Context: an optimization exercise on an open-source flow, tuned for small area, a short achievable clock period and few clock cycles per item. The choices shown serve that exercise and are no tape-out recipe. In this exercise RTL edits were held to simulation tests only and were not proved equivalent to the original. Power and IR drop assume default switching activity.

$ cat design/flow/flow/run.sh
#!/bin/bash
# The standard layout (the standard.sh: ORFS synthesis to finish), with
# two changes to how it is made:
# - repair_timing is asked for extra setup slack at the design's 12 ns
#   clock, so that the resizer keeps working on paths well below the period;
# - every input and output port still gets its buffer from buffer_ports, but
#   a buf_4 rather than the small delay cell it picks by default.
set -e
export SETUP_SLACK_MARGIN=8.5
export BUFFER_PORTS_ARGS="-buffer_cell sky130_fd_sc_hd__buf_4"
bash standard.sh > standard.log 2>&1
$ cat design/flow/standard.sh
#!/bin/bash
# synth_recipe.tcl (not shown) runs the flow's synth.tcl, then flattens the netlist and writes it again
# the make line also repeats each setting of config.mk as NAME=value (left out here)
make -C /OpenROAD-flow-scripts/flow DESIGN_CONFIG=/design/flow/config.mk WORK_HOME=/design/flow/orfs CLKGATE_MAP_FILE= SYNTH_SCRIPT=/design/flow/synth_recipe.tcl "${@:-finish}"
$ cat design/flow/config.mk
export PLATFORM = sky130hd
export DESIGN_NAME = pixel_packer
export DESIGN_NICKNAME = pixel_packer
export VERILOG_FILES = /design/flow/design.v
export SDC_FILE = /design/flow/constraint.sdc
export NUM_CORES = 4
export LEC_CHECK = 0
export ABC_CLOCK_PERIOD_IN_PS = 3000
export CAP_MARGIN = 20
export CORE_MARGIN = 2
export CORE_UTILIZATION = 40
export CTS_CLUSTER_DIAMETER = 80
export CTS_CLUSTER_SIZE = 20
export SLEW_MARGIN = 20
$ cat design/flow/constraint.sdc
create_clock -name core_clock -period 12.0 [get_ports {clk}]
set_input_delay 2.4000 -clock core_clock [delete_from_list [all_inputs] [get_ports {clk}]]
set_output_delay 2.4000 -clock core_clock [all_outputs]
set_load 0.01 [all_outputs]
$ cat design/flow/design.v
module pixel_packer #(
    parameter OUTBUF_BYTES = 128
) (
    input  wire        clk,
    input  wire        rst,           
    input  wire        req_valid,
    output wire        req_ready,
    input  wire        req_sp,        
    input  wire        req_we,        
    input  wire [29:0] req_addr,
    input  wire [31:0] req_wdata,
    output reg         resp_valid,
    output reg  [31:0] resp_rdata,
    output wire        irq
);
    localparam [1:0] ST_IDLE  = 2'd0;
    localparam [1:0] ST_BUSY  = 2'd1;
    localparam [1:0] ST_DONE  = 2'd2;
    localparam [1:0] ST_ERROR = 2'd3;
    localparam [5:0] O_CTRL      = 6'h00;
    localparam [5:0] O_STATUS    = 6'h01;
    localparam [5:0] O_MODE      = 6'h02;
    localparam [5:0] O_WIDTH     = 6'h03;
    localparam [5:0] O_HEIGHT    = 6'h04;
    localparam [5:0] O_PLANES    = 6'h05;
    localparam [5:0] O_PAL_LEN   = 6'h06;
    localparam [5:0] O_INTEN     = 6'h07;
    localparam [5:0] O_OUT_LEN   = 6'h08;
    localparam [5:0] O_ERR_POS   = 6'h09;
    localparam [5:0] O_ERR_RGB   = 6'h0A;
    localparam [5:0] O_POS       = 6'h0B;
    localparam [5:0] O_ACC       = 6'h0C;
    localparam [5:0] O_CAPS      = 6'h0D;
    localparam [5:0] O_PIXEL     = 6'h18;
    localparam [5:0] O_ROW_END   = 6'h19;
    localparam [5:0] O_FRAME_END = 6'h1A;
    function [4:0] enc3;
        input [2:0] bw;
        input [2:0] rd;
        reg [4:0] t0, t1, t2;
        begin
            t0 = bw[0] ? 5'd1 : rd[0] ? 5'd2 : 5'd0;
            t1 = bw[1] ? 5'd3 : rd[1] ? 5'd6 : 5'd0;
            t2 = bw[2] ? 5'd9 : rd[2] ? 5'd18 : 5'd0;
            enc3 = t0 + t1 + t2;
        end
    endfunction
    function [5:0] dec3;
        input [4:0] v;
        reg [4:0] r;
        reg [2:0] bw, rd;
        begin
            r = v;
            bw[2] = 1'b0; rd[2] = 1'b0;
            if (r >= 5'd18)     begin rd[2] = 1'b1; r = r - 5'd18; end
            else if (r >= 5'd9) begin bw[2] = 1'b1; r = r - 5'd9;  end
            bw[1] = 1'b0; rd[1] = 1'b0;
            if (r >= 5'd6)      begin rd[1] = 1'b1; r = r - 5'd6; end
            else if (r >= 5'd3) begin bw[1] = 1'b1; r = r - 5'd3; end
            bw[0] = (r == 5'd1);
            rd[0] = (r == 5'd2);
            dec3 = {rd, bw};
        end
    endfunction
    reg  [1:0]  state;
    reg         dropped;
    reg  [1:0]  err_kind;
    reg  [2:0]  err_detail;
    reg  [1:0]  mode;
    reg  [15:0] width;
    reg  [15:0] height;
    reg  [31:0] planes;
    reg  [7:0]  pal_len;
    reg  [1:0]  inten;
    reg  [23:0] err_rgb;     
    reg  [9:0]  pos_x;       
    reg  [15:0] pos_y;
    reg  [7:0]  acc0;
    reg  [7:0]  acc1;
    reg  [23:0] pal [0:7];   
    reg  [7:0]  pal_v;
    reg         planes_v;    
    reg  [7:0]  fw;          
    reg  [7:0]  pb;          
    reg         two;         
    reg  [7:0]  pbfw;        
    wire busy = (state == ST_BUSY);
    reg         ready_q;
    reg         a_v, a_sp, a_we, a_hiz0, a_hiz1, a_regw;
    reg  [7:0]  a_addr;
    reg  [31:0] a_wd;
    reg  [6:0]  eq;
    reg         o_pal, o_ctrl, o_mode, o_width, o_height, o_planes, o_pallen;
    reg         o_inten, o_pixel, o_rowend, o_frmend;
    assign req_ready = ready_q;
    wire fire = req_valid && ready_q;
    wire start_like = !req_sp && req_we && (req_addr[7:0] == 8'd0) && req_wdata[0];
    wire [5:0] in_off = req_addr[7:2];
    integer q;
    always @(posedge clk) begin
        a_sp     <= req_sp;
        a_we     <= req_we;
        a_hiz0   <= (req_addr[18:8] == 11'd0);
        a_hiz1   <= (req_addr[29:19] == 11'd0);
        a_regw   <= !req_sp && req_we && (req_addr[1:0] == 2'd0);
        a_addr   <= req_addr[7:0];
        a_wd     <= req_wdata;
        o_pal    <= (in_off[5:3] == 3'b010);
        o_ctrl   <= (in_off == O_CTRL);
        o_mode   <= (in_off == O_MODE);
        o_width  <= (in_off == O_WIDTH);
        o_height <= (in_off == O_HEIGHT);
        o_planes <= (in_off == O_PLANES);
        o_pallen <= (in_off == O_PAL_LEN);
        o_inten  <= (in_off == O_INTEN);
        o_pixel  <= (in_off == O_PIXEL);
        o_rowend <= (in_off == O_ROW_END);
        o_frmend <= (in_off == O_FRAME_END);
        for (q = 0; q < 7; q = q + 1)
            eq[q] <= pal_v[q] ? (pal[q] == req_wdata[31:8]) : (req_wdata[31:8] == 24'd0);
    end
    wire       a_hiz   = a_hiz0 && a_hiz1;
    wire       reg_sel = !a_sp && a_hiz && (a_addr[1:0] == 2'd0);
    wire [5:0] off     = a_addr[7:2];
    wire       is_pal  = (off[5:3] == 3'b010);
    wire       wr      = a_v && a_regw && a_hiz;
    wire       w_pal   = wr && o_pal;
    wire       w_ctrl  = wr && o_ctrl;
    wire       w_mode  = wr && o_mode;
    wire       w_width = wr && o_width;
    wire       w_height= wr && o_height;
    wire       w_planes= wr && o_planes;
    wire       w_pallen= wr && o_pallen;
    wire       w_inten = wr && o_inten;
    wire       w_pixel = wr && o_pixel;
    wire       w_rowend= wr && o_rowend;
    wire       w_frmend= wr && o_frmend;
    wire       w_cfg   = w_pal || w_mode || w_width || w_height || w_planes || w_pallen;
    wire       w_stream= w_pixel || w_rowend || w_frmend;
    wire       abort   = w_ctrl && a_wd[1];
    wire       start   = w_ctrl && !a_wd[1] && a_wd[0];
    wire [23:0] key = a_wd[31:8];
    wire m1 = (mode == 2'd1);
    wire m0 = (mode == 2'd0);
    reg        found;
    reg  [2:0] code;
    always @(*) begin
        if (m0 && eq[6])      begin found = 1'b1; code = 3'd6; end
        else if (m0 && eq[5]) begin found = 1'b1; code = 3'd5; end
        else if (m0 && eq[4]) begin found = 1'b1; code = 3'd4; end
        else if (m0 && eq[3]) begin found = 1'b1; code = 3'd3; end
        else if (eq[2])       begin found = 1'b1; code = 3'd2; end
        else if (eq[1])       begin found = 1'b1; code = 3'd1; end
        else if (eq[0])       begin found = 1'b1; code = 3'd0; end
        else                  begin found = 1'b0; code = 3'd0; end
    end
    wire [3:0] nib = m0 ? {1'b0, code} :
                     (code == 3'd1) ? 4'h3 : (code == 3'd2) ? 4'h4 : 4'h0;
    wire [7:0] acc0_next = m1 ? {acc0[6:0], (code == 3'd1)} : {acc0[3:0], nib};
    wire [7:0] acc1_next = {acc1[6:0], (code == 3'd2)};
    wire y_at_h = (pos_y == height);
    wire x_at_w = ({6'd0, pos_x} == width);
    wire last_in_byte = m1 ? (pos_x[2:0] == 3'd7) : pos_x[0];
    wire pix_ok = w_pixel && busy && !y_at_h && !x_at_w && found;
    wire [14:0] wq     = m1 ? {2'd0, width[15:3]} : width[15:1];
    wire        h_sml  = (height[15:4] == 12'd0) && (height[3:0] <= 4'd11);
    wire        w_sml  = (wq[14:4] == 11'd0) && (wq[3:0] <= 4'd11);
    reg         g_zero, g_big, g_m1;
    reg  [3:0]  g_s;
    reg  [7:0]  g_l;
    always @(posedge clk) begin
        g_zero <= (height == 16'd0) || (wq == 15'd0);
        g_big  <= !(h_sml && (wq[14:8] == 7'd0)) && !(w_sml && (height[15:8] == 8'd0));
        g_m1   <= m1;
        g_s    <= h_sml ? height[3:0] : wq[3:0];
        g_l    <= h_sml ? wq[7:0] : height[7:0];
    end
    reg  [11:0] prod_q;
    reg         z_q, b_q, m1_q;
    always @(posedge clk) begin
        prod_q <= g_s * g_l;
        z_q    <= g_zero;
        b_q    <= g_big;
        m1_q   <= g_m1;
    end
    wire       cap_ok_q = z_q || (!b_q && (prod_q <= (m1_q ? 12'd64 : 12'd128)));
    wire [7:0] pbytes_q = z_q ? 8'd0 : prod_q[7:0];
    wire [3:0] cur_n   = m0 ? 4'd7 : 4'd3;
    wire       align_ok = m1 ? (width[2:0] == 3'd0) : !width[0];
    reg st_p2, st_wait, cfg_chg;
    wire st_run = st_p2;
    reg rst_q;    
    always @(posedge clk) begin
        rst_q <= rst;
        if (rst) begin
            ready_q <= 1'b1;
            a_v     <= 1'b0;
        end else begin
            ready_q <= !(fire && start_like) && !(start && cfg_chg);
            a_v     <= fire;
        end
    end
    reg        w_en;
    reg  [5:0] w_slot;
    reg  [13:0] w_d;
    reg  [5:0] prev6;
    wire [5:0] byte6 = {acc0_next[6:4], acc0_next[2:0]};
    always @(posedge clk) begin
        w_en   <= pix_ok && last_in_byte && (m1 || fw[0]);
        w_slot <= m1 ? fw[5:0] : fw[6:1];
        w_d    <= m1 ? {acc1_next[7], acc0_next[7], acc1_next[6], acc0_next[6],
                        enc3(acc0_next[5:3], acc1_next[5:3]),
                        enc3(acc0_next[2:0], acc1_next[2:0])}
                     : {2'd0, byte6, prev6};
        if (pix_ok && last_in_byte && !fw[0])
            prev6 <= byte6;
    end
    wire [14*64-1:0] outbuf_flat;
    genvar b;
    generate
        for (b = 0; b < 64; b = b + 1) begin : g_outbuf
            reg [13:0] data;    
            always @(posedge clk) begin
                if (w_en && (w_slot == b))
                    data <= w_d;
            end
            assign outbuf_flat[14*b +: 14] = data;
        end
    endgenerate
    always @(posedge clk) begin
        if (w_pal && !busy)    pal[off[2:0]] <= a_wd[23:0];
        if (w_planes && !busy) planes <= a_wd;
        if (w_pixel && busy)   err_rgb <= key;
    end
    integer i;
    always @(posedge clk) begin
        if (rst_q) begin
            state      <= ST_IDLE;
            dropped    <= 1'b0;
            err_kind   <= 2'd0;
            err_detail <= 3'd0;
            mode       <= 2'd0;
            width      <= 16'd0;
            height     <= 16'd0;
            planes_v   <= 1'b0;
            pal_len    <= 8'd0;
            inten      <= 2'd0;
            pos_x      <= 10'd0;
            pos_y      <= 16'd0;
            acc0       <= 8'd0;
            acc1       <= 8'd0;
            st_p2      <= 1'b0;
            st_wait    <= 1'b0;
            cfg_chg    <= 1'b0;
            pal_v      <= 8'd0;
        end else begin
            st_p2   <= (start && !cfg_chg) || st_wait;
            st_wait <= start && cfg_chg;
            cfg_chg <= !busy && (w_mode || w_width || w_height);
            if (st_run) begin
                dropped <= 1'b0;
                pos_x   <= 10'd0;
                pos_y   <= 16'd0;
                acc0    <= 8'd0;
                acc1    <= 8'd0;
                if (pal_len != {4'd0, cur_n}) begin
                    state <= ST_ERROR; err_kind <= 2'd1; err_detail <= 3'd0;
                end else if (!align_ok) begin
                    state <= ST_ERROR; err_kind <= 2'd2; err_detail <= 3'd1;
                end else if (!cap_ok_q) begin
                    state <= ST_ERROR; err_kind <= 2'd2; err_detail <= 3'd2;
                end else begin
                    state <= ST_BUSY;  err_kind <= 2'd0; err_detail <= 3'd0;
                    fw   <= 8'd0;
                    pb   <= pbytes_q;
                    pbfw <= pbytes_q;
                    two <= m1;
                end
            end
            if (abort) begin
                state      <= ST_IDLE;
                dropped    <= 1'b0;
                err_kind   <= 2'd0;
                err_detail <= 3'd0;
                pos_x      <= 10'd0;
                pos_y      <= 16'd0;
                acc0       <= 8'd0;
                acc1       <= 8'd0;
            end
            if ((w_cfg && busy) || (w_stream && !busy))
                dropped <= 1'b1;
            if (!busy) begin
                if (w_pal)    pal_v[off[2:0]] <= 1'b1;
                if (w_mode && a_wd[1:0] != 2'd3) mode <= a_wd[1:0];
                if (w_width)  width   <= a_wd[15:0];
                if (w_height) height  <= a_wd[15:0];
                if (w_planes) planes_v <= 1'b1;
                if (w_pallen) pal_len <= a_wd[7:0];
            end
            if (w_inten) inten <= a_wd[1:0];
            if (w_pixel && busy) begin
                if (y_at_h) begin
                    state <= ST_ERROR; err_kind <= 2'd2; err_detail <= 3'd5;
                end else if (x_at_w) begin
                    state <= ST_ERROR; err_kind <= 2'd2; err_detail <= 3'd3;
                end else if (!found) begin
                    state <= ST_ERROR; err_kind <= 2'd3; err_detail <= 3'd0;
                end else begin
                    acc0  <= acc0_next;
                    if (m1) acc1 <= acc1_next;
                    pos_x <= pos_x + 10'd1;
                    if (last_in_byte) begin
                        fw   <= fw + 8'd1;
                        pbfw <= pbfw + 8'd1;
                    end
                end
            end
            if (w_rowend && busy) begin
                if (y_at_h) begin
                    state <= ST_ERROR; err_kind <= 2'd2; err_detail <= 3'd5;
                end else if (!x_at_w) begin
                    state <= ST_ERROR; err_kind <= 2'd2; err_detail <= 3'd4;
                end else begin
                    pos_y <= pos_y + 16'd1;
                    pos_x <= 10'd0;
                    acc0  <= 8'd0;
                    acc1  <= 8'd0;
                end
            end
            if (w_frmend && busy) begin
                if (!y_at_h) begin
                    state <= ST_ERROR; err_kind <= 2'd2; err_detail <= 3'd6;
                end else begin
                    state <= ST_DONE;
                end
            end
        end
    end
    wire [6:0] ra     = a_addr[6:0];
    wire       in_rng = a_sp && a_hiz && !a_addr[7];
    wire       ge_pb  = two && ({1'b0, ra} >= pb);
    wire       rok    = in_rng && (({1'b0, ra} < fw) || (ge_pb && ({1'b0, ra} < pbfw)));
    wire [6:0] rdiff  = ra - pb[6:0];
    wire [5:0] rslot  = !two ? ra[6:1] : ge_pb ? rdiff[5:0] : ra[5:0];
    reg        r_v;
    reg [7:0]  r_hi;
    reg        r_half, r_red, r_pend;
    reg [7:0]  r_lo;
    reg [7:0]  r_pal;
    reg        r_status, r_mode, r_width, r_height, r_planes, r_pallen, r_inten;
    reg        r_outlen, r_errpos, r_errrgb, r_pos, r_acc, r_caps;
    integer j;
    always @(posedge clk) begin
        r_v <= !rst && a_v && !a_we;
        for (j = 0; j < 8; j = j + 1) r_hi[j] <= rok && (rslot[5:3] == j);
        for (j = 0; j < 8; j = j + 1) r_lo[j] <= (rslot[2:0] == j);
        r_half <= ra[0];
        r_red  <= ge_pb;
        r_pend <= rok && !two && fw[0] && (ra[6:1] == fw[6:1]) && !ra[0];
        for (j = 0; j < 8; j = j + 1)  r_pal[j] <= reg_sel && is_pal && (off[2:0] == j);
        r_status <= reg_sel && (off == O_STATUS);
        r_mode   <= reg_sel && (off == O_MODE);
        r_width  <= reg_sel && (off == O_WIDTH);
        r_height <= reg_sel && (off == O_HEIGHT);
        r_planes <= reg_sel && (off == O_PLANES);
        r_pallen <= reg_sel && (off == O_PAL_LEN);
        r_inten  <= reg_sel && (off == O_INTEN);
        r_outlen <= reg_sel && (off == O_OUT_LEN);
        r_errpos <= reg_sel && (off == O_ERR_POS);
        r_errrgb <= reg_sel && (off == O_ERR_RGB);
        r_pos    <= reg_sel && (off == O_POS);
        r_acc    <= reg_sel && (off == O_ACC);
        r_caps   <= reg_sel && (off == O_CAPS);
    end
    integer k;
    wire irq_now = ((state == ST_DONE) && inten[0]) || ((state == ST_ERROR) && inten[1]);
    wire err_st  = (state == ST_ERROR);
    wire len_st  = (state == ST_BUSY) || (state == ST_DONE);
    wire [7:0] out_len = two ? {pb[6:0], 1'b0} : pb;
    reg [13:0] slot;
    always @(*) begin
        slot = 14'd0;
        for (k = 0; k < 64; k = k + 1)
            slot = slot | ({14{r_hi[k / 8] && r_lo[k % 8]}} & outbuf_flat[14*k +: 14]);
    end
    wire [5:0] g0 = dec3(slot[4:0]);
    wire [5:0] g1 = dec3(slot[9:5]);
    wire [7:0] bw8 = {slot[12], slot[10], g1[2:0], g0[2:0]};
    wire [7:0] rd8 = {slot[13], slot[11], g1[5:3], g0[5:3]};
    wire [5:0] s6  = r_pend ? prev6 : r_half ? slot[11:6] : slot[5:0];
    wire [7:0] out_byte = two ? (r_red ? rd8 : bw8) : {1'b0, s6[5:3], 1'b0, s6[2:0]};
    reg [31:0] rdata;
    always @(*) begin
        rdata = 32'd0;
        rdata[7:0] = out_byte;
        for (k = 0; k < 8; k = k + 1)
            rdata = rdata | ({32{r_pal[k] && pal_v[k]}} & {8'd0, pal[k]});
        rdata = rdata
            | ({32{r_status}} & {20'd0, 1'b0, err_detail, 2'd0, err_kind, irq_now, dropped, state})
            | ({32{r_mode}}   & {30'd0, mode})
            | ({32{r_width}}  & {16'd0, width})
            | ({32{r_height}} & {16'd0, height})
            | ({32{r_planes && planes_v}} & planes)
            | ({32{r_pallen}} & {24'd0, pal_len})
            | ({32{r_inten}}  & {30'd0, inten})
            | ({32{r_outlen && len_st}} & {24'd0, out_len})
            | ({32{r_errpos && err_st}} & {pos_y, 6'd0, pos_x})
            | ({32{r_errrgb && err_st && (err_kind == 2'd3)}} & {8'd0, err_rgb})
            | ({32{r_pos}}    & {pos_y, 6'd0, pos_x})
            | ({32{r_acc}}    & {16'd0, acc1, acc0})
            | ({32{r_caps}}   & OUTBUF_BYTES);
    end
    reg irq_q;
    assign irq = irq_q;
    always @(posedge clk) begin
        resp_rdata <= rdata;
        if (rst) begin
            resp_valid <= 1'b0;
            irq_q      <= 1'b0;
        end else begin
            resp_valid <= r_v;
            irq_q      <= irq_now;
        end
    end
endmodule
==> impl_metrics.tcl, run 1 <==
set metrics [dict create \
    hold_violations 0 \
    synthFlopType "edfxtp_1" \
    fmax_ghz 0.201 \
    yosysSeqAreaShare 0.697 \
    crit_path_end_kind "register" \
    slew_violations 0 \
    grt.total_usage 0.290 \
    final.period_utilization 0.415 \
    yosysTopAreaCellShare 0.596 \
    first_global_vias 40255 \
    dr.pass1.iters 9 \
    synth_top_cell_by_area "edfxtp_1" \
    clkTransAtPathRegs_ps 80 \
    remaining_drc_errors 0 \
    viasPerCell 6.43 \
    yosys_warnings 1 \
    yosys_register_bits 1473 \
    regArea_mm2 0.0414 \
    met2_usage 0.445 \
    grt_max_degree 67 \
    synth.area.top_cells "edfxtp_1 (60%), dfxtp_1 (10%), a22oi_1 (4.7%)" \
    routed_wl_um 225000 \
    nFillCells 12822 \
    die_w_um 389 \
    cpPeakStageDelay_ps 590 \
    rows 141 \
    rsz0062_at_grt "true" \
    grt_pass1_wl_um 310000 \
    setup-violations-final 0 \
    power_density_mw_per_mm2 130 \
    cts_tree "done" \
    max_slew.worst_pin.slew_ps 1260 \
    syn-instance-count 4353 \
    nets 4747 \
    slew_headroom 0.154 \
    cts_buffer_depth 3 \
    crit_slowest_cell "a222oi_1" \
    final_util 0.468 \
    start_kind "register" \
    worst-setup-path-type "reg2reg" \
    synth_area_mm2 0.0592 \
    cap_violations 0 \
    die_area_mm2 0.151 \
    setup_ws_ps 7020 \
    multi_input_area_mm2 0.0178 \
    min_period_ps 4980 \
    initial_core_util 0.402 \
    dpl_worst_slack_ps 5600 \
    required_ps 12630 \
    clock_sinks 1473 \
    syn_nets 4512 \
    cp_data_arrival_time_ps 5610 \
    drive_above_1_share 0.179 \
    total_leakage_power_nw 23.0 \
    clock_skew_ps 71.5 \
    tns_ps 0 \
    die_h_um 389 \
    drtAntennaViolNets 0 \
    cts_buffers 90 \
    place.gp.congestion 0.973 \
    syn2layout_area_growth_pct 16.4 \
    vdd_drop_max_v 0.000107 \
    boundaryPins 102 \
    coreArea_mm2 0.147 \
    p_total_w 0.00895 \
    stdcell_count 6575 \
    ctsHoldBuffers 0 \
    hpwl_um 138000 \
    clockRootBuffer "clkbuf_16" \
    outcome "timing/DRC/antenna clean" \
    final_common_cell "edfxtp_1" \
    dp.cells 6261 \
    mostFrequentLayoutCells "edfxtp_1 (1175), a22oi_1 (341), buf_4 (297)" \
    top_usage_layer "met2" \
    critPathMaxFanout 7 \
    antenna_found_initial 2 \
    critPathMostFrequentCell "buf_6" \
    grt-ovfl-total 0 \
    avgRoutedWirePerCell_um 34.1 \
    met3_usage 0.0830 \
    worstHoldPathType "reg2reg" \
    use_met1 0.368 \
    async_flop_share 0 \
    portBuffers 101 \
    synth_edf_count 1175 \
    drtIter0Drc 6750 \
    synth_cell_type_count 85 \
    clock_latency_ps 750 \
    cts_max_level 3 \
    num_vias 42302 \
    synth.avg_cell_area_um2 13.6 \
]
-- flip-flops by register name (all words and copies together) (netlist names), 10 cells and up --
| register | cells |
|---|---|
| pos_y | 16 |
| planes | 32 |
| pal | 192 |
| resp_rdata | 32 |
| prod_q | 12 |
| err_rgb | 24 |
| g_outbuf.data | 896 |
| height | 16 |
| a_wd | 32 |
| pos_x | 10 |
| width | 16 |
| w_d | 14 |
-- cell type report --
type                            instances  share of cell area
Sequential cell                      1473               0.601
Tap cell                             1930              0.0351
Antenna cell                            2           0.0000727
Clock inverter                         26             0.00481
Clock buffer                          121              0.0347
Timing Repair Buffer                  410              0.0606
Multi-Input combinational cell       2514               0.258
Inverter                               99             0.00598
-- worst max-delay path: cells and delay by family, from the launching register on --
family                     cells  cell delay (ps)
buffers and inverters         15             1780
and+or+nand+nor                4              880
adders and majority gates      1              140
DFF                            1              360
AOI/OAI and AO/OA              7             1650
-- metal layers --
layer  wire [um]  up-vias  part of all wire
met5         178        -           0.00079
met4       15300        4             0.068
met3       29700      695              0.13
met2       99800     3308              0.44
met1       79600    21012              0.35
li1            -    17283                 -
-- repair_timing --
action	CTS	global route
endpoints found under the setup margin	118	90
endpoints found under the hold margin	0	0
gates cloned	13	2
buffers inserted	133	17
resized for setup	309	83
pin swaps	59	49
-- cell usage after synthesis (all sizes together) (21+ instances only) --
cell type     n
edfxtp     1175
a22oi       369
dfxtp       298
nand2       263
nor2        259
nand3       217
a21oi       205
clkbuf      190
xor2        140
inv          97
xnor2        85
nand4        83
a222oi       82
o21ai        81
buf          78
ha           73
o22ai        73
nor4         70
nor3         53
and2         44
a22o         32
and3         31
a31oi        26
mux2i        26
a211oi       21
a21o         21
nor2b        21
-- power breakdown --
| part | switching, W | internal, W | leakage, nW |
|---|---|---|---|
| clock network | 0.00180 | 0.00144 | 1.31 |
| registers | 0.0000335 | 0.00545 | 13.6 |
| logic | 0.000141 | 0.0000799 | 8.05 |
-- kinds of logic (layout without fill, tap and decap cells) --
group	count (synthesis)	after routing	share of synthesized area
compound gates	1035	1035	0.125
xor+xnor	225	225	0.0333
fa+ha+maj	92	92	0.0219
buf+inv	367	656	0.0243
flops	1473	1473	0.697
mux	30	30	0.00516
other cells	0	2	0
simple gates	1131	1132	0.0937
-- path summary, 6_finish.rpt --
check | endpoint | slack [ps] | from | depth (start not counted)
worst min register to register | m1_q$_DFF_P_ | 330 | g_m1$_DFF_P_ | 0
worst min-delay path | m1_q$_DFF_P_ | 330 | g_m1$_DFF_P_ | 0
worst max register to register | resp_rdata[5]$_DFF_P_ | 7020 | r_lo[1]$_DFF_P_ | 27
worst max-delay path | resp_rdata[5]$_DFF_P_ | 7020 | r_lo[1]$_DFF_P_ | 27
-- through the flow --
step	area, um^2	hold slack, ps
2_1_floorplan	59500	310
3_3_place_gp	62700	311
3_5_place_dp	62800	315
4_1_cts	68300	334
5_1_grt	68900	339
6_report	68900	330
Testbench counts, summed over its fixed seeds: cycles 22,353, pixels 14,924.
==> inputs of run 2 (changes only) <==
--- a/design/flow/design.v
+++ b/design/flow/design.v
@@ -38,28 +38,67 @@
         input [2:0] bw;
         input [2:0] rd;
-        reg [4:0] t0, t1, t2;
-        begin
-            t0 = bw[0] ? 5'd1 : rd[0] ? 5'd2 : 5'd0;
-            t1 = bw[1] ? 5'd3 : rd[1] ? 5'd6 : 5'd0;
-            t2 = bw[2] ? 5'd9 : rd[2] ? 5'd18 : 5'd0;
-            enc3 = t0 + t1 + t2;
-        end
+        case ({bw, rd})
+            6'b000000: enc3 = 5'd0;
+            6'b000001: enc3 = 5'd2;
+            6'b000010: enc3 = 5'd6;
+            6'b000011: enc3 = 5'd8;
+            6'b000100: enc3 = 5'd18;
+            6'b000101: enc3 = 5'd20;
+            6'b000110: enc3 = 5'd24;
+            6'b000111: enc3 = 5'd26;
+            6'b001000: enc3 = 5'd1;
+            6'b001010: enc3 = 5'd7;
+            6'b001100: enc3 = 5'd19;
+            6'b001110: enc3 = 5'd25;
+            6'b010000: enc3 = 5'd3;
+            6'b010001: enc3 = 5'd5;
+            6'b010100: enc3 = 5'd21;
+            6'b010101: enc3 = 5'd23;
+            6'b011000: enc3 = 5'd4;
+            6'b011100: enc3 = 5'd22;
+            6'b100000: enc3 = 5'd9;
+            6'b100001: enc3 = 5'd11;
+            6'b100010: enc3 = 5'd15;
+            6'b100011: enc3 = 5'd17;
+            6'b101000: enc3 = 5'd10;
+            6'b101010: enc3 = 5'd16;
+            6'b110000: enc3 = 5'd12;
+            6'b110001: enc3 = 5'd14;
+            6'b111000: enc3 = 5'd13;
+            default: enc3 = 5'd0;
+        endcase
     endfunction
     function [5:0] dec3;
         input [4:0] v;
-        reg [4:0] r;
-        reg [2:0] bw, rd;
-        begin
-            r = v;
-            bw[2] = 1'b0; rd[2] = 1'b0;
-            if (r >= 5'd18)     begin rd[2] = 1'b1; r = r - 5'd18; end
-            else if (r >= 5'd9) begin bw[2] = 1'b1; r = r - 5'd9;  end
-            bw[1] = 1'b0; rd[1] = 1'b0;
-            if (r >= 5'd6)      begin rd[1] = 1'b1; r = r - 5'd6; end
-            else if (r >= 5'd3) begin bw[1] = 1'b1; r = r - 5'd3; end
-            bw[0] = (r == 5'd1);
-            rd[0] = (r == 5'd2);
-            dec3 = {rd, bw};
-        end
+        case (v)
+            5'd0: dec3 = 6'b000000;
+            5'd1: dec3 = 6'b000001;
+            5'd2: dec3 = 6'b001000;
+            5'd3: dec3 = 6'b000010;
+            5'd4: dec3 = 6'b000011;
+            5'd5: dec3 = 6'b001010;
+            5'd6: dec3 = 6'b010000;
+            5'd7: dec3 = 6'b010001;
+            5'd8: dec3 = 6'b011000;
+            5'd9: dec3 = 6'b000100;
+            5'd10: dec3 = 6'b000101;
+            5'd11: dec3 = 6'b001100;
+            5'd12: dec3 = 6'b000110;
+            5'd13: dec3 = 6'b000111;
+            5'd14: dec3 = 6'b001110;
+            5'd15: dec3 = 6'b010100;
+            5'd16: dec3 = 6'b010101;
+            5'd17: dec3 = 6'b011100;
+            5'd18: dec3 = 6'b100000;
+            5'd19: dec3 = 6'b100001;
+            5'd20: dec3 = 6'b101000;
+            5'd21: dec3 = 6'b100010;
+            5'd22: dec3 = 6'b100011;
+            5'd23: dec3 = 6'b101010;
+            5'd24: dec3 = 6'b110000;
+            5'd25: dec3 = 6'b110001;
+            5'd26: dec3 = 6'b111000;
+            default: dec3 = 6'd0;
+        endcase
     endfunction
     reg  [1:0]  state;
--- a/design/flow/flow/run.sh
+++ b/design/flow/flow/run.sh
@@ -7,5 +7,5 @@
 #   a buf_4 rather than the small delay cell it picks by default.
 set -e
-export SETUP_SLACK_MARGIN=8.5
+export SETUP_SLACK_MARGIN=9
 export BUFFER_PORTS_ARGS="-buffer_cell sky130_fd_sc_hd__buf_4"
 bash standard.sh > standard.log 2>&1
==> impl_metrics.tcl, run 2 <==
set metrics [dict create \
    die_h_um 388 \
    drtAntennaViolNets 0 \
    clockRootBuffer "clkbuf_16" \
    min_to "m1_q$_DFF_P_" \
    synth.avg_cell_area_um2 13.7 \
    syn_nets 4458 \
    cts_buffer_depth 3 \
    crit_chain "buf_6" \
    setup-violations-final 0 \
    outcome "timing/DRC/antenna clean" \
    clock_sinks 1473 \
    cts_tree "done" \
    regMostFlops "g_outbuf.data" \
    cpPeakStageDelay_ps 450 \
    cts_buffers 91 \
    nets 4689 \
    total_leakage_power_nw 23.8 \
    final_util 0.471 \
    syn-instance-count 4308 \
    fmax_ghz 0.268 \
    hold_violations 0 \
    drive_above_1_share 0.189 \
    routed_wl_um 229000 \
    crit_slowest_cell "dfxtp_4" \
    reg2reg_from "r_hi[3]$_DFF_P_" \
    hold_depth 0 \
    clock_skew_ps 74.6 \
    min_period_ps 3730 \
    synth_cell_type_count 85 \
    vdd_drop_max_v 0.000141 \
    cap_violations 0 \
    synth.area.top_cells "edfxtp_1 (60%), dfxtp_1 (10%), a22oi_1 (3.9%)" \
    async_flop_share 0 \
    hp-start "g_m1$_DFF_P_" \
    synth_area_mm2 0.0591 \
    r2r_slack_ps 8610 \
    cp_num_buf_inv 1 \
    hpwl_um 136000 \
    initial_core_util 0.401 \
    max_slew.worst_pin.slew_ps 1190 \
    crit_path_end_kind "primary output" \
    synth_commonest_cells "edfxtp_1 (1175), a22oi_1 (308), dfxtp_1 (298)" \
    largest_register_ffs 896 \
    yosys_register_bits 1473 \
    first_global_vias 39271 \
    nFillCells 12719 \
    grt.total_usage 0.291 \
    rr_worst_depth 13 \
    rsz0062_at_grt "true" \
    worstHoldPathType "reg2reg" \
    yosysTopAreaCellShare 0.597 \
    critPathMaxFanout 1 \
    boundaryPins 102 \
    cts_max_level 3 \
    ctsHoldBuffers 0 \
    rr_endpoint "resp_rdata[4]$_DFF_P_" \
    start_kind "register" \
    dr.pass1.iters 11 \
    remaining_drc_errors 0 \
    tns_ps 0 \
    cp_top_family "flip-flops" \
    synth_edf_count 1175 \
    final_common_cell "edfxtp_1" \
    viasPerCell 6.53 \
    power_density_mw_per_mm2 131 \
    place.gp.congestion 0.972 \
    worst-setup-path-type "reg2out" \
    slew_headroom 0.204 \
    clock_latency_ps 780 \
    mostFrequentLayoutCells "edfxtp_1 (1175), a22oi_1 (298), buf_4 (280)" \
    grt_pass1_wl_um 311000 \
    antenna_found_initial 10 \
    grt-ovfl-total 0 \
    die_w_um 388 \
    final.period_utilization 0.311 \
    synthFlopType "edfxtp_1" \
    clkTransAtPathRegs_ps 90 \
    required_ps 9600 \
    synth.most_common_cell "edfxtp_1" \
    rows 141 \
    portBuffers 101 \
    synth_top_cell_by_area "edfxtp_1" \
    cp_data_arrival_time_ps 1330 \
    die_area_mm2 0.151 \
    syn2layout_area_growth_pct 17.4 \
    num_vias 42734 \
    avgRoutedWirePerCell_um 35.1 \
    yosysSeqAreaShare 0.698 \
    slew_violations 0 \
    grt_max_degree 67 \
    coreArea_mm2 0.147 \
    yosys_warnings 1 \
    drtIter0Drc 7245 \
]
-- run 2: worst max-delay path by stage --
stage / from / end / slack (ps) / depth (start not counted)
finish: resp_rdata[1]$_DFF_P_ / resp_rdata[1] / 8270 / 1
global route: resp_rdata[1]$_DFF_P_ / resp_rdata[1] / 8260 / 1
CTS: resp_rdata[1]$_DFF_P_ / resp_rdata[1] / 8280 / 1
detailed placement: r_hi[1]$_DFF_P_ / resp_rdata[1]$_DFF_P_ / 7600 / 11
global placement: r_hi[1]$_DFF_P_ / resp_rdata[1]$_DFF_P_ / 7600 / 11
floorplan: a_hiz0$_DFF_P_ / pal[4][0]$_DFFE_PP_ / 8590 / 6
-- run 2: cell type report --
class | count | area, um^2 | area share
Sequential cell | 1473 | 41400 | 0.597
Multi-Input combinational cell | 2460 | 17700 | 0.255
Timing Repair Buffer | 416 | 4510 | 0.0649
Clock buffer | 134 | 2460 | 0.0354
Tap cell | 1930 | 2410 | 0.0348
Clock inverter | 31 | 453 | 0.00653
Inverter | 96 | 429 | 0.00618
Timing Repair inverter | 1 | 8.76 | 0.000126
Antenna cell | 2 | 5.00 | 0.0000721
-- run 2: kinds of logic after synthesis --
logic type                 Yosys count  share of synthesized area
and+or+nand+nor                   1074                     0.0893
DFF                               1473                      0.698
muxes                               40                    0.00690
AOI/OAI and AO/OA                 1041                      0.128
adders and majority gates           83                     0.0192
xor gates and xnor gates           221                     0.0327
buffers and inverters              376                     0.0264
-- run 2: timing repair --
item | in CTS | in global routing
setup buffers | 104 | 60
endpoints found under the setup margin | 118 | 81
pin swaps | 76 | 88
gates cloned | 15 | 10
resized for setup | 347 | 117
-- run 2: layer usage --
| layer | routed length, um | track usage | up-vias |
|---|---|---|---|
| li1 | - | - | 17177 |
| met1 | 82500 | 0.384 | 21184 |
| met2 | 98400 | 0.434 | 3578 |
| met3 | 33400 | 0.0902 | 777 |
| met4 | 15000 | 0.146 | 18 |
| met5 | 122 | 0 | - |
-- run 2: through the flow --
stage / hold slack, ps / worst slack [ps] / instances / area (um^2) / power (W)
final: 337 / 8270 / 6543 / 69400 / 0.00913
after global routing: 339 / 8260 / 6541 / 69400 / 0.00930
after floorplan: 310 / 8590 / 4308 / 59500 / 0.00570
after CTS: 338 / 8280 / 6470 / 68100 / 0.00910
after detailed placement: 317 / 7600 / 6186 / 62400 / 0.00579
after global placement: 311 / 7600 / 6186 / 62400 / 0.00579
-- run 2: power breakdown --
| part | leakage, nW | internal [W] | switching (W) | total, W |
|---|---|---|---|---|
| sequential | 14.2 | 0.00545 | 0.0000335 | 0.00548 |
| clock | 1.40 | 0.00156 | 0.00183 | 0.00339 |
| combinational | 8.20 | 0.0000904 | 0.000158 | 0.000249 |
Testbench counts of run 2, summed over its fixed seeds: cycles 22,353, pixels 14,924.
==> inputs of run 3 (changes only) <==
--- a/design/flow/flow/run.sh
+++ b/design/flow/flow/run.sh
@@ -7,5 +7,5 @@
 #   a buf_4 rather than the small delay cell it picks by default.
 set -e
-export SETUP_SLACK_MARGIN=9
+export SETUP_SLACK_MARGIN=8.5
 export BUFFER_PORTS_ARGS="-buffer_cell sky130_fd_sc_hd__buf_4"
 bash standard.sh > standard.log 2>&1
==> impl_metrics.tcl, run 3 <==
set metrics [dict create \
    final.period_utilization 0.315 \
    nFillCells 12884 \
    async_flop_share 0 \
    reg2reg_from "r_hi[4]$_DFF_P_" \
    clockRootBuffer "clkbuf_16" \
    clkTransAtPathRegs_ps 90 \
    routed.top_layer "met5" \
    crit_path_end_kind "primary output" \
    crit_slowest_cell "dfxtp_4" \
    worstHoldPathType "reg2reg" \
    cts_max_level 3 \
    synthFlopType "edfxtp_1" \
    initial_core_util 0.401 \
    final_common_cell "edfxtp_1" \
    yosys_register_bits 1473 \
    tns_ps 0 \
    synth_area_mm2 0.0591 \
    final_util 0.455 \
    die_w_um 388 \
    yosysTopAreaCellShare 0.597 \
    synth_cell_type_count 85 \
    setup_ws_ps 8220 \
    place.gp.congestion 0.989 \
    clock_sinks 1473 \
    rows 141 \
    grt.total_usage 0.285 \
    cts_buffers 92 \
    largest_register_ffs 896 \
    required_ps 9600 \
    cap_violations 0 \
    dr.pass1.iters 11 \
    viasPerCell 6.47 \
    cp_data_arrival_time_ps 1380 \
    antenna_found_initial 4 \
    dpl_worst_slack_ps 7450 \
    hp-start "g_big$_DFF_P_" \
    total_leakage_power_nw 22.8 \
    cts_buffer_depth 3 \
    portBuffers 101 \
    grt_pass1_wl_um 304000 \
    rr_worst_depth 11 \
    syn-instance-count 4308 \
    crit_chain "buf_6" \
    slew_headroom 0.232 \
    synth.most_common_cell "edfxtp_1" \
    r2r_slack_ps 8320 \
    cts_tree "done" \
    synth.avg_cell_area_um2 13.7 \
    antennaDiodeCount 0 \
    first_global_vias 38752 \
    nets 4580 \
    synth_commonest_cells "edfxtp_1 (1175), a22oi_1 (308), dfxtp_1 (298)" \
    drtIter0Drc 7187 \
    die_area_mm2 0.151 \
    synth_top_cell_by_area "edfxtp_1" \
    synth.area.top_cells "edfxtp_1 (60%), dfxtp_1 (10%), a22oi_1 (3.9%)" \
    met3_length_um 30600 \
    power_density_mw_per_mm2 136 \
    worst-setup-path-type "reg2out" \
    setup-violations-final 0 \
    hold_depth 0 \
    syn2layout_area_growth_pct 13.5 \
    min_period_ps 3780 \
    rr_endpoint "resp_rdata[3]$_DFF_P_" \
    cpPeakStageDelay_ps 460 \
    boundaryPins 102 \
    remaining_drc_errors 0 \
    coreArea_mm2 0.147 \
    wl_met2_um 96800 \
    synth_edf_count 1175 \
    mostFrequentLayoutCells "edfxtp_1 (1175), a22oi_1 (303), nand2_1 (273)" \
    critPathMaxFanout 1 \
    fmax_ghz 0.265 \
    rsz0062_at_grt "true" \
    outcome "timing/DRC/antenna clean" \
    routed_wl_um 223000 \
    start_kind "register" \
    drive_above_1_share 0.145 \
    yosysSeqAreaShare 0.698 \
    cp_num_buf_inv 1 \
    ctsHoldBuffers 0 \
    avgRoutedWirePerCell_um 34.6 \
    drtAntennaViolNets 0 \
    min_to "b_q$_DFF_P_" \
    max_slew.worst_pin.slew_ps 1150 \
    die_h_um 388 \
    hpwl_um 140000 \
    hold_violations 0 \
    slew_violations 0 \
    vdd_drop_max_v 0.000112 \
    num_vias 41617 \
    grt-ovfl-total 0 \
    yosys_warnings 1 \
    met1_length_um 80100 \
    clock_latency_ps 770 \
    syn_nets 4458 \
    cp_top_family "flip-flops" \
    regMostFlops "g_outbuf.data" \
    clock_skew_ps 75.2 \
    grt_max_degree 67 \
]
## run 3: final cells by class
class | instances | area [um^2] | share of cell area
Sequential cell | 1473 | 41400 | 0.617
Multi-Input combinational cell | 2460 | 17000 | 0.254
Clock inverter | 26 | 357 | 0.00532
Timing Repair Buffer | 307 | 2930 | 0.0436
Tap cell | 1930 | 2410 | 0.0360
Inverter | 96 | 404 | 0.00602
Clock buffer | 142 | 2580 | 0.0385
## run 3: routing by layer
| layer | GRT usage | vias to the layer above |
|---|---|---|
| li1 | - | 16966 |
| met3 | 0.0770 | 689 |
| met4 | 0.157 | 8 |
| met2 | 0.428 | 3344 |
| met1 | 0.374 | 20610 |
| met5 | 0 | - |
## run 3: per-stage QoR
step	cell area [um^2]	power, W	hold WS, ps	std cells
5_1_grt	67100	0.00928	331	6434
3_3_place_gp	62300	0.00579	313	6182
3_5_place_dp	62300	0.00579	314	6185
6_report	67100	0.00910	328	6434
4_1_cts	66300	0.00909	329	6394
2_1_floorplan	59100	0.00570	310	4308
## run 3: power by group
group | leakage [nW] | switching [W] | total, W | internal, W
logic | 7.20 | 0.000142 | 0.000213 | 0.0000707
registers | 14.2 | 0.0000372 | 0.00549 | 0.00545
clock network | 1.42 | 0.00182 | 0.00339 | 0.00158
## run 3: worst max-delay path by stage
| stage | start | end | slack, ps | depth (start not counted) |
|---|---|---|---|---|
| 2_1_floorplan | req_wdata[16] | eq[4]$_DFF_P_ | 8510 | 7 |
| 3_3_place_gp | r_lo[7]$_DFF_P_ | resp_rdata[3]$_DFF_P_ | 7550 | 12 |
| 3_5_place_dp | r_lo[7]$_DFF_P_ | resp_rdata[3]$_DFF_P_ | 7450 | 12 |
| 4_1_cts | resp_rdata[7]$_DFF_P_ | resp_rdata[7] | 8220 | 1 |
| 5_1_grt | resp_rdata[7]$_DFF_P_ | resp_rdata[7] | 8210 | 1 |
| 6_report | resp_rdata[7]$_DFF_P_ | resp_rdata[7] | 8220 | 1 |
## run 3: logic make-up (layout without fill, tap and decap cells)
family / after synthesis / in the layout / synth area share
adder cells (fa/ha/maj): 83 / 83 / 0.0192
AO/OA/AOI/OAI: 1041 / 1041 / 0.128
multiplexers: 40 / 40 / 0.00690
buffers and inverters: 376 / 571 / 0.0264
AND/OR/NAND/NOR: 1074 / 1075 / 0.0893
XOR/XNOR: 221 / 221 / 0.0327
flip-flops: 1473 / 1473 / 0.698
## run 3: repair_timing
action                                  CTS  global route
pin swaps                                10            17
setup buffers                            40            37
cloned                                    1             3
gates resized for setup                 161            88
endpoints found under the setup margin   70            73
==> inputs of run 4 (changes only) <==
==> design/flow/flow/run.sh (replaced) <==
#!/bin/bash
# The standard layout (the standard.sh: ORFS synthesis to finish), with
# two changes to how it is made:
# - repair_timing is asked for extra setup slack at the design's 12 ns
#   clock, so that the resizer keeps working on paths well below the period;
# - every input and output port still gets its buffer from buffer_ports, but
#   a buf_2 rather than the small delay cell it picks by default.
set -e
export SETUP_SLACK_MARGIN=8.5
export BUFFER_PORTS_ARGS="-buffer_cell sky130_fd_sc_hd__buf_2"
bash standard.sh > standard.log 2>&1
--- a/design/flow/config.mk
+++ b/design/flow/config.mk
@@ -9,5 +9,5 @@
 export CAP_MARGIN = 20
 export CORE_MARGIN = 2
-export CORE_UTILIZATION = 40
+export CORE_UTILIZATION = 65
 export CTS_CLUSTER_DIAMETER = 80
 export CTS_CLUSTER_SIZE = 20
==> impl_metrics.tcl, run 4 <==
set metrics [dict create \
    outcome "timing/DRC/antenna clean" \
    drtAntennaViolNets 0 \
    synthFlopType "edfxtp_1" \
    min_period_ps 3650 \
    final.period_utilization 0.304 \
    boundaryPins 102 \
    grt.total_usage 0.452 \
    drtIter0Drc 8312 \
    die_h_um 306 \
    worst-setup-path-type "reg2out" \
    synth_edf_count 1175 \
    crit_slowest_cell "dfxtp_4" \
    reg2reg_from "r_lo[6]$_DFF_P_" \
    clkTransAtPathRegs_ps 100 \
    place_area_mm2 0.0610 \
    cpPeakStageDelay_ps 430 \
    async_flop_share 0 \
    min_to "b_q$_DFF_P_" \
    cts_buffers 83 \
    ctsHoldBuffers 0 \
    final_common_cell "edfxtp_1" \
    crit_path_end_kind "primary output" \
    cts_tree "done" \
    num_vias 42212 \
    fmax_ghz 0.274 \
    syn-instance-count 4308 \
    drive_above_1_share 0.131 \
    rr_worst_depth 10 \
    final_cell_area_mm2 0.0651 \
    synth.most_common_cell "edfxtp_1" \
    nets 4561 \
    rr_endpoint "resp_rdata[1]$_DFF_P_" \
    dr.pass1.iters 8 \
    synth.avg_cell_area_um2 13.7 \
    cp_top_family "flip-flops" \
    cp_data_arrival_time_ps 1250 \
    remaining_drc_errors 0 \
    hold_depth 0 \
    dpl_worst_slack_ps 7580 \
    first_global_vias 38766 \
    initial_core_util 0.657 \
    grt_pass1_wl_um 295000 \
    grt-ovfl-total 0 \
    setup_ws_ps 8350 \
    clock_latency_ps 720 \
    rsz0062_at_grt "true" \
    setup-violations-final 0 \
    routed_wl_um 215000 \
    synth_area_mm2 0.0591 \
    crit_chain "buf_6" \
    power_density_mw_per_mm2 133 \
    required_ps 9600 \
    total_leakage_power_nw 22.4 \
    yosys_warnings 1 \
    worstHoldPathType "reg2reg" \
    grt_max_degree 72 \
    avgRoutedWirePerCell_um 38.1 \
    clock_sinks 1473 \
    max_slew.worst_pin.slew_ps 1220 \
    clockRootBuffer "clkbuf_16" \
    syn_nets 4458 \
    mostFrequentLayoutCells "edfxtp_1 (1175), a22oi_1 (304), nand2_1 (272)" \
    final_util 0.723 \
    cts_buffer_depth 3 \
    synth_cell_type_count 85 \
    viasPerCell 7.48 \
    holdWs_ps 327 \
    die_w_um 306 \
    syn2layout_area_growth_pct 10.2 \
    hpwl_um 133000 \
    vdd_drop_max_v 0.000133 \
    portBuffers 101 \
    tns_ps 0 \
    yosysTopAreaCellShare 0.597 \
    cp_num_buf_inv 1 \
    r2r_slack_ps 8400 \
    coreArea_mm2 0.0900 \
    start_kind "register" \
    hold_violations 0 \
    yosysSeqAreaShare 0.698 \
    clock_skew_ps 38.9 \
    slew_headroom 0.184 \
    synth_commonest_cells "edfxtp_1 (1175), a22oi_1 (308), dfxtp_1 (298)" \
    cts_max_level 3 \
    slew_violations 0 \
    critPathMaxFanout 1 \
    die_area_mm2 0.0934 \
    regMostFlops "g_outbuf.data" \
    cap_violations 0 \
    place.gp.congestion 1.04 \
    hp-start "g_big$_DFF_P_" \
    largest_register_ffs 896 \
    rows 110 \
    synth.area.top_cells "edfxtp_1 (60%), dfxtp_1 (10%), a22oi_1 (3.9%)" \
    antenna_found_initial 7 \
    synth_top_cell_by_area "edfxtp_1" \
    yosys_register_bits 1473 \
]
run 4: through the flow:
step / total power, W / std cells
after CTS: 0.00864 / 5592
after floorplan: 0.00570 / 4308
after detailed placement: 0.00578 / 5426
final: 0.00868 / 5642
after global placement: 0.00578 / 5426
after global routing: 0.00884 / 5638
run 4: per-layer routing:
metal | up-vias | global-route usage | part of all wire
li1 | 16910 | - | -
met1 | 20263 | 0.570 | 0.32
met2 | 4092 | 0.682 | 0.44
met3 | 941 | 0.115 | 0.14
met4 | 6 | 0.332 | 0.095
met5 | - | 0 | 0.00017
run 4: timing repair:
item	in CTS	in global routing
setup endpoints to repair	85	61
gates cloned	0	4
gates resized for setup	125	85
buffers inserted	30	40
pin swaps	6	16
run 4: cell type report:
cell class	count	area [um^2]
fill	6026	24900
clock buffer	131	2340
sequential	1473	41400
multi-input combinational	2459	16900
timing repair buffer	298	2590
inverter	96	405
clock inverter	5	58.8
antenna	4	10.0
tap	1176	1470
run 4: worst max path at each step:
stage / start / to / slack, ps / cells after the start
2_1_floorplan: req_wdata[16] / eq[4]$_DFF_P_ / 8510 / 7
3_3_place_gp: r_lo[7]$_DFF_P_ / resp_rdata[3]$_DFF_P_ / 7680 / 12
3_5_place_dp: r_hi[4]$_DFF_P_ / resp_rdata[1]$_DFF_P_ / 7580 / 11
4_1_cts: resp_rdata[5]$_DFF_P_ / resp_rdata[5] / 8350 / 1
5_1_grt: resp_rdata[5]$_DFF_P_ / resp_rdata[5] / 8340 / 1
6_report: resp_rdata[5]$_DFF_P_ / resp_rdata[5] / 8350 / 1
run 4: cells by family after synthesis:
group           synth area share
flops                      0.698
compound gates             0.128
mux                      0.00690
xor+xnor                  0.0327
fa+ha+maj                 0.0192
simple gates              0.0893
buf+inv                   0.0264
run 4: power breakdown:
part	internal, W	total [W]	switching (W)	leakage [nW]
sequential	0.00545	0.00549	0.0000393	14.2
combinational	0.0000625	0.000200	0.000138	7.07
clock	0.00135	0.00299	0.00164	1.15
==> inputs of run 5 (changes only) <==
--- a/design/flow/config.mk
+++ b/design/flow/config.mk
@@ -9,5 +9,5 @@
 export CAP_MARGIN = 20
 export CORE_MARGIN = 2
-export CORE_UTILIZATION = 65
+export CORE_UTILIZATION = 55
 export CTS_CLUSTER_DIAMETER = 80
 export CTS_CLUSTER_SIZE = 20
==> impl_metrics.tcl, run 5 <==
set metrics [dict create \
    drive_above_1_share 0.137 \
    stdcell_count 5852 \
    nets 4548 \
    rr_worst_depth 11 \
    max_slew.worst_pin.slew_ps 1230 \
    avgRoutedWirePerCell_um 38.3 \
    syn2layout_area_growth_pct 10.8 \
    dp.cells 5649 \
    die_area_mm2 0.110 \
    hp-start "g_m1$_DFF_P_" \
    holdWs_ps 331 \
    grt_max_degree 67 \
    reg2reg_from "r_lo[3]$_DFF_P_" \
    place_area_mm2 0.0614 \
    tns_ps 0 \
    crit_path_end_kind "primary output" \
    boundaryPins 102 \
    synth_area_mm2 0.0591 \
    cap_violations 0 \
    synth_cell_type_count 85 \
    ctsHoldBuffers 0 \
    cp_num_buf_inv 1 \
    initial_core_util 0.553 \
    remaining_drc_errors 0 \
    largest_register_ffs 896 \
    routed_wl_um 224000 \
    rows 120 \
    multi_input_area_mm2 0.0171 \
    critPathMaxFanout 1 \
    regMostFlops "g_outbuf.data" \
    synth.area.top_cells "edfxtp_1 (60%), dfxtp_1 (10%), a22oi_1 (3.9%)" \
    portBuffers 101 \
    slew_headroom 0.179 \
    yosysSeqAreaShare 0.698 \
    setup-violations-final 0 \
    grt_pass1_wl_um 304000 \
    async_flop_share 0 \
    cts_max_level 3 \
    total_leakage_power_nw 22.4 \
    rr_endpoint "resp_rdata[4]$_DFF_P_" \
    num_vias 41475 \
    final_cell_area_mm2 0.0655 \
    min_to "m1_q$_DFF_P_" \
    yosys_warnings 1 \
    cts_tree "done" \
    synth.most_common_cell "edfxtp_1" \
    power_density_mw_per_mm2 133 \
    cts_buffer_depth 3 \
    start_kind "register" \
    viasPerCell 7.09 \
    crit_chain "buf_6" \
    clock_sinks 1473 \
    clkTransAtPathRegs_ps 90 \
    vdd_drop_max_v 0.000139 \
    nFillCells 8360 \
    yosys_register_bits 1473 \
    drtAntennaViolNets 0 \
    cpPeakStageDelay_ps 430 \
    cts_buffers 84 \
    drtIter0Drc 7732 \
    crit_slowest_cell "dfxtp_4" \
    clock_latency_ps 730 \
    synth_top_cell_by_area "edfxtp_1" \
    hold_depth 0 \
    synth_commonest_cells "edfxtp_1 (1175), a22oi_1 (308), dfxtp_1 (298)" \
    r2r_slack_ps 8390 \
    final_common_cell "edfxtp_1" \
    fmax_ghz 0.272 \
    hpwl_um 140000 \
    cp_data_arrival_time_ps 1280 \
    required_ps 9600 \
    regArea_mm2 0.0414 \
    mostFrequentLayoutCells "edfxtp_1 (1175), a22oi_1 (304), nand2_1 (273)" \
    die_w_um 332 \
    place.gp.congestion 1.02 \
    clock_skew_ps 46.6 \
    syn_nets 4458 \
    hold_violations 0 \
    min_period_ps 3680 \
    die_h_um 332 \
    slew_violations 0 \
    clockRootBuffer "clkbuf_16" \
    worstHoldPathType "reg2reg" \
    outcome "timing/DRC/antenna clean" \
    rsz0062_at_grt "true" \
    antenna_found_initial 5 \
    p_total_w 0.00873 \
    coreArea_mm2 0.107 \
    final.period_utilization 0.307 \
    grt.total_usage 0.396 \
    cp_top_family "flip-flops" \
    yosysTopAreaCellShare 0.597 \
    syn-instance-count 4308 \
    first_global_vias 38384 \
    synthFlopType "edfxtp_1" \
    synth.avg_cell_area_um2 13.7 \
    grt-ovfl-total 0 \
    synth_edf_count 1175 \
    dr.pass1.iters 8 \
    antennaDiodeCount 0 \
    worst-setup-path-type "reg2out" \
]
run 5: area by class of cell:
type	count	share of cell area
Multi-Input combinational cell	2459	0.261
Timing Repair Buffer	284	0.0376
Tap cell	1403	0.0268
Clock buffer	129	0.0356
Inverter	96	0.00619
Clock inverter	8	0.00130
Sequential cell	1473	0.632
run 5: logic make-up after synthesis:
| family | Yosys count | synth area share |
|---|---|---|
| flip-flops | 1473 | 0.698 |
| AND/OR/NAND/NOR | 1074 | 0.0893 |
| multiplexers | 40 | 0.00690 |
| buffers and inverters | 376 | 0.0264 |
| XOR/XNOR | 221 | 0.0327 |
| adder cells (fa/ha/maj) | 83 | 0.0192 |
| AO/OA/AOI/OAI | 1041 | 0.128 |
run 5: what timing repair did:
action / CTS / global route
setup endpoints to repair: 66 / 71
setup buffers: 34 / 28
gates cloned: 0 / 4
pin swaps: 8 / 22
gates resized for setup: 122 / 120
run 5: power breakdown:
part / switching (W) / leakage, nW / internal, W / total, W
Clock: 0.00168 / 1.17 / 0.00135 / 0.00304
Combinational: 0.000143 / 7.03 / 0.0000635 / 0.000206
Sequential: 0.0000366 / 14.2 / 0.00545 / 0.00549
run 5: routing by layer:
metal  GRT usage  up-vias  part of all wire
li1            -    16869                 -
met1       0.510    20557              0.34
met2       0.617     3295              0.45
met3      0.0754      746              0.12
met4       0.260        8             0.081
met5           0        -           0.00050
run 5: how the worst max path moves through the flow:
stage / startpoint / endpoint / slack [ps] / cells past startpoint
2_1_floorplan: req_wdata[16] / eq[4]$_DFF_P_ / 8510 / 7
3_3_place_gp: r_lo[1]$_DFF_P_ / resp_rdata[3]$_DFF_P_ / 7540 / 13
3_5_place_dp: r_lo[1]$_DFF_P_ / resp_rdata[3]$_DFF_P_ / 7550 / 13
4_1_cts: resp_rdata[1]$_DFF_P_ / resp_rdata[1] / 8330 / 1
5_1_grt: resp_rdata[0]$_DFF_P_ / resp_rdata[0] / 8330 / 1
6_report: resp_rdata[0]$_DFF_P_ / resp_rdata[0] / 8320 / 1
run 5: per-stage QoR:
step,worst slack [ps],utilization
3_5_place_dp,7550,0.574
5_1_grt,8330,0.613
2_1_floorplan,8510,-
4_1_cts,8330,0.605
3_3_place_gp,7540,0.574
6_report,8320,0.613
==> inputs of run 6 (changes only) <==
--- a/design/flow/design.v
+++ b/design/flow/design.v
@@ -123,5 +123,4 @@
     reg  [7:0]  pb;          
     reg         two;         
-    reg  [7:0]  pbfw;        
     wire busy = (state == ST_BUSY);
     reg         ready_q;
@@ -313,5 +312,4 @@
                     fw   <= 8'd0;
                     pb   <= pbytes_q;
-                    pbfw <= pbytes_q;
                     two <= m1;
                 end
@@ -349,8 +347,5 @@
                     if (m1) acc1 <= acc1_next;
                     pos_x <= pos_x + 10'd1;
-                    if (last_in_byte) begin
-                        fw   <= fw + 8'd1;
-                        pbfw <= pbfw + 8'd1;
-                    end
+                    if (last_in_byte) fw <= fw + 8'd1;
                 end
             end
@@ -379,6 +374,6 @@
     wire       in_rng = a_sp && a_hiz && !a_addr[7];
     wire       ge_pb  = two && ({1'b0, ra} >= pb);
-    wire       rok    = in_rng && (({1'b0, ra} < fw) || (ge_pb && ({1'b0, ra} < pbfw)));
     wire [6:0] rdiff  = ra - pb[6:0];
+    wire       rok    = in_rng && (({1'b0, ra} < fw) || (ge_pb && ({1'b0, rdiff} < fw)));
     wire [5:0] rslot  = !two ? ra[6:1] : ge_pb ? rdiff[5:0] : ra[5:0];
     reg        r_v;
@@ -386,7 +381,6 @@
     reg        r_half, r_red, r_pend;
     reg [7:0]  r_lo;
-    reg [7:0]  r_pal;
-    reg        r_status, r_mode, r_width, r_height, r_planes, r_pallen, r_inten;
-    reg        r_outlen, r_errpos, r_errrgb, r_pos, r_acc, r_caps;
+    reg        r_rs;         
+    reg [4:0]  r_off;
     integer j;
     always @(posedge clk) begin
@@ -397,18 +391,6 @@
         r_red  <= ge_pb;
         r_pend <= rok && !two && fw[0] && (ra[6:1] == fw[6:1]) && !ra[0];
-        for (j = 0; j < 8; j = j + 1)  r_pal[j] <= reg_sel && is_pal && (off[2:0] == j);
-        r_status <= reg_sel && (off == O_STATUS);
-        r_mode   <= reg_sel && (off == O_MODE);
-        r_width  <= reg_sel && (off == O_WIDTH);
-        r_height <= reg_sel && (off == O_HEIGHT);
-        r_planes <= reg_sel && (off == O_PLANES);
-        r_pallen <= reg_sel && (off == O_PAL_LEN);
-        r_inten  <= reg_sel && (off == O_INTEN);
-        r_outlen <= reg_sel && (off == O_OUT_LEN);
-        r_errpos <= reg_sel && (off == O_ERR_POS);
-        r_errrgb <= reg_sel && (off == O_ERR_RGB);
-        r_pos    <= reg_sel && (off == O_POS);
-        r_acc    <= reg_sel && (off == O_ACC);
-        r_caps   <= reg_sel && (off == O_CAPS);
+        r_rs  <= reg_sel && !off[5];
+        r_off <= off[4:0];
     end
     integer k;
@@ -429,4 +411,24 @@
     wire [5:0] s6  = r_pend ? prev6 : r_half ? slot[11:6] : slot[5:0];
     wire [7:0] out_byte = two ? (r_red ? rd8 : bw8) : {1'b0, s6[5:3], 1'b0, s6[2:0]};
+    wire [7:0] r_pal;
+    genvar gp;
+    generate
+        for (gp = 0; gp < 8; gp = gp + 1) begin : g_rpal
+            assign r_pal[gp] = r_rs && (r_off == 5'h10 + gp);
+        end
+    endgenerate
+    wire r_status = r_rs && (r_off == O_STATUS);
+    wire r_mode   = r_rs && (r_off == O_MODE);
+    wire r_width  = r_rs && (r_off == O_WIDTH);
+    wire r_height = r_rs && (r_off == O_HEIGHT);
+    wire r_planes = r_rs && (r_off == O_PLANES);
+    wire r_pallen = r_rs && (r_off == O_PAL_LEN);
+    wire r_inten  = r_rs && (r_off == O_INTEN);
+    wire r_outlen = r_rs && (r_off == O_OUT_LEN);
+    wire r_errpos = r_rs && (r_off == O_ERR_POS);
+    wire r_errrgb = r_rs && (r_off == O_ERR_RGB);
+    wire r_pos    = r_rs && (r_off == O_POS);
+    wire r_acc    = r_rs && (r_off == O_ACC);
+    wire r_caps   = r_rs && (r_off == O_CAPS);
     reg [31:0] rdata;
     always @(*) begin
--- a/design/flow/config.mk
+++ b/design/flow/config.mk
@@ -9,5 +9,5 @@
 export CAP_MARGIN = 20
 export CORE_MARGIN = 2
-export CORE_UTILIZATION = 55
+export CORE_UTILIZATION = 60
 export CTS_CLUSTER_DIAMETER = 80
 export CTS_CLUSTER_SIZE = 20
==> impl_metrics.tcl, run 6 <==
set metrics [dict create \
    outcome "timing/DRC/antenna clean" \
    cts_buffers 82 \
    cts_buffer_depth 3 \
    avgRoutedWirePerCell_um 38.5 \
    first_global_vias 38829 \
    drtIter0Drc 7921 \
    synth_edf_count 1167 \
    final.period_utilization 0.310 \
    die_h_um 317 \
    startpoint "r_lo[5]$_DFF_P_" \
    async_flop_share 0 \
    synthFlopType "edfxtp_1" \
    regMostFlops "g_outbuf.data" \
    grt.total_usage 0.435 \
    synth.most_common_cell "edfxtp_1" \
    largest_register_ffs 896 \
    final_util 0.669 \
    clock_sinks 1450 \
    routed_wl_um 222000 \
    hp-start "g_zero$_DFF_P_" \
    clkTransAtPathRegs_ps 80 \
    syn_nets 4480 \
    slew_headroom 0.166 \
    cts_tree "done" \
    final_common_cell "edfxtp_1" \
    cp_data_arrival_time_ps 4270 \
    worst-setup-path-type "reg2reg" \
    nets 4583 \
    grt_max_degree 80 \
    min_period_ps 3720 \
    final_cell_area_mm2 0.0648 \
    clock_skew_ps 33.8 \
    coreArea_mm2 0.0969 \
    syn2layout_area_growth_pct 10.3 \
    antenna_found_initial 7 \
    max_slew.worst_pin.slew_ps 1250 \
    boundaryPins 102 \
    vdd_drop_max_v 0.000118 \
    syn-instance-count 4333 \
    synth.avg_cell_area_um2 13.6 \
    synth_area_mm2 0.0587 \
    yosys_warnings 1 \
    start_kind "register" \
    slew_violations 0 \
    drive_above_1_share 0.136 \
    remaining_drc_errors 0 \
    synth_top_cell_by_area "edfxtp_1" \
    viasPerCell 7.33 \
    yosysSeqAreaShare 0.693 \
    critPathMaxFanout 37 \
    portBuffers 101 \
    die_area_mm2 0.100 \
    place_area_mm2 0.0607 \
    place.gp.congestion 1.01 \
    dr.pass1.iters 9 \
    num_vias 42212 \
    reg2reg_from "r_lo[5]$_DFF_P_" \
    nFillCells 7099 \
    p_total_w 0.00855 \
    rsz0062_at_grt "true" \
    die_w_um 317 \
    use_met1 0.549 \
    cts_max_level 3 \
    clock_latency_ps 720 \
    hpwl_um 136000 \
    setup-violations-final 0 \
    initial_core_util 0.607 \
    cap_violations 0 \
    met3_usage 0.114 \
    synth_cell_type_count 83 \
    rows 114 \
    yosys_register_bits 1450 \
    worstHoldPathType "reg2reg" \
    required_ps 12550 \
    grt_pass1_wl_um 301000 \
    mostFrequentLayoutCells "edfxtp_1 (1167), a22oi_1 (305), nand2_1 (248)" \
    top_usage_layer "met2" \
    regArea_mm2 0.0408 \
    met2_usage 0.665 \
    power_density_mw_per_mm2 132 \
    crit_path_end_kind "register" \
    yosysTopAreaCellShare 0.597 \
    clockRootBuffer "clkbuf_16" \
    fmax_ghz 0.269 \
    synth_commonest_cells "edfxtp_1 (1167), a22oi_1 (310), dfxtp_1 (283)" \
    drtAntennaViolNets 0 \
    total_leakage_power_nw 22.2 \
    multi_input_area_mm2 0.0171 \
    synth.area.top_cells "edfxtp_1 (60%), dfxtp_1 (9.6%), a22oi_1 (4.0%)" \
    hold_violations 0 \
    tns_ps 0 \
    grt-ovfl-total 0 \
]
-- run 6: cell families after synthesis --
group           share of synthesized area
flops                               0.693
buf+inv                            0.0284
fa+ha+maj                          0.0187
mux                               0.00613
compound gates                      0.125
xor+xnor                           0.0313
simple gates                       0.0977
-- run 6: area by class of cell --
| cell class | count | share of cell area |
|---|---|---|
| Antenna cell | 1 | 0.0000386 |
| Clock inverter | 4 | 0.000946 |
| Multi-Input combinational cell | 2513 | 0.263 |
| Inverter | 92 | 0.00595 |
| Timing Repair Buffer | 297 | 0.0397 |
| Tap cell | 1276 | 0.0246 |
| Sequential cell | 1450 | 0.630 |
| Clock buffer | 128 | 0.0350 |
-- run 6: worst max-delay path: stages, from the launching register on --
cell and delay [ps]:
dfxtp_2 310, buf_4 270, buf_6 310, a22o_1 290
a222oi_1 990, and4b_4 570, xor2_1 220, a211oi_1 90
a2111oi_2 370, o21ai_1 90
-- run 6: final timing paths --
path	to	slack [ps]	cells after the start
worst min register to register	z_q$_DFF_P_	320	0
worst min-delay path	z_q$_DFF_P_	320	0
worst max-delay path	resp_rdata[3]$_DFF_P_	8280	9
worst max register to register	resp_rdata[3]$_DFF_P_	8280	9
-- run 6: repair_timing --
item | 4_1_cts | 5_1_grt
buffers inserted | 44 | 29
pin swaps | 14 | 24
setup endpoints to repair | 110 | 120
hold buffers | 0 | 0
gates resized for setup | 121 | 98
cloned | 3 | 3
-- run 6: per-stage QoR --
stage	instances	hold WS, ps	setup slack [ps]
after floorplan	4333	310	8510
after global placement	5546	310	7650
after detailed placement	5547	314	7640
after CTS	5726	327	8300
after global routing	5760	340	8310
final	5761	324	8280
-- run 6: report_power, final --
part / switching, W / internal, W / total [W]
Sequential: 0.0000399 / 0.00537 / 0.00541
Clock: 0.00163 / 0.00133 / 0.00295
Combinational: 0.000131 / 0.0000554 / 0.000186
Total: 0.00180 / 0.00675 / 0.00855
-- run 6: routing by layer --
metal / vias up / wire (um) / share of wire
met3: 880 / 28800 / 0.13
met5: - / 48 / 0.00022
met1: 20755 / 74600 / 0.34
met2: 3574 / 98600 / 0.44
li1: 16995 / - / -
met4: 8 / 19900 / 0.090
Testbench counts of run 6, summed over its fixed seeds: cycles 22,353, pixels 14,924.

[static timing again, ports no longer ideal]
No port has a modelled driver above. Below, the same layouts with a new extraction and two added sets of constraints.
Step 1 assumes that a clkbuf_16 drives the clock port and a buf_2 every other input.
Step 2 times the ports against the registers' clock, not the clock port: input delays grow and output delays shrink by t, the midpoint of the rising clock arrivals with the driver on.
a / b / c = no drivers / after step 1 / after step 2; a / b = the first two.
run | t (ns) | slack for setup (ns) | worst hold slack (ns) | worst setup path after step 2
run 1 | 0.805 | 7.021 / 7.021 / 7.021 | 0.330 / 0.330 / 0.330 | register to register
run 2 | 0.824 | 8.268 / 8.186 / 8.210 | 0.337 / 0.337 / 0.337 | input to register
run 3 | 0.818 | 8.224 / 8.141 / 7.913 | 0.328 / 0.328 / 0.328 | input to register
run 4 | 0.762 | 8.352 / 8.283 / 7.948 | 0.327 / 0.327 / 0.327 | input to register
run 5 | 0.787 | 8.319 / 8.243 / 8.026 | 0.331 / 0.331 / 0.331 | input to register
run 6 | 0.774 | 8.279 / 8.279 / 7.823 | 0.324 / 0.324 / 0.324 | input to register
After both steps setup and hold are still met in every run listed. The setup slack of run 6, which loses most, moves by 0.000 ns with the drivers and by -0.456 ns with both steps.
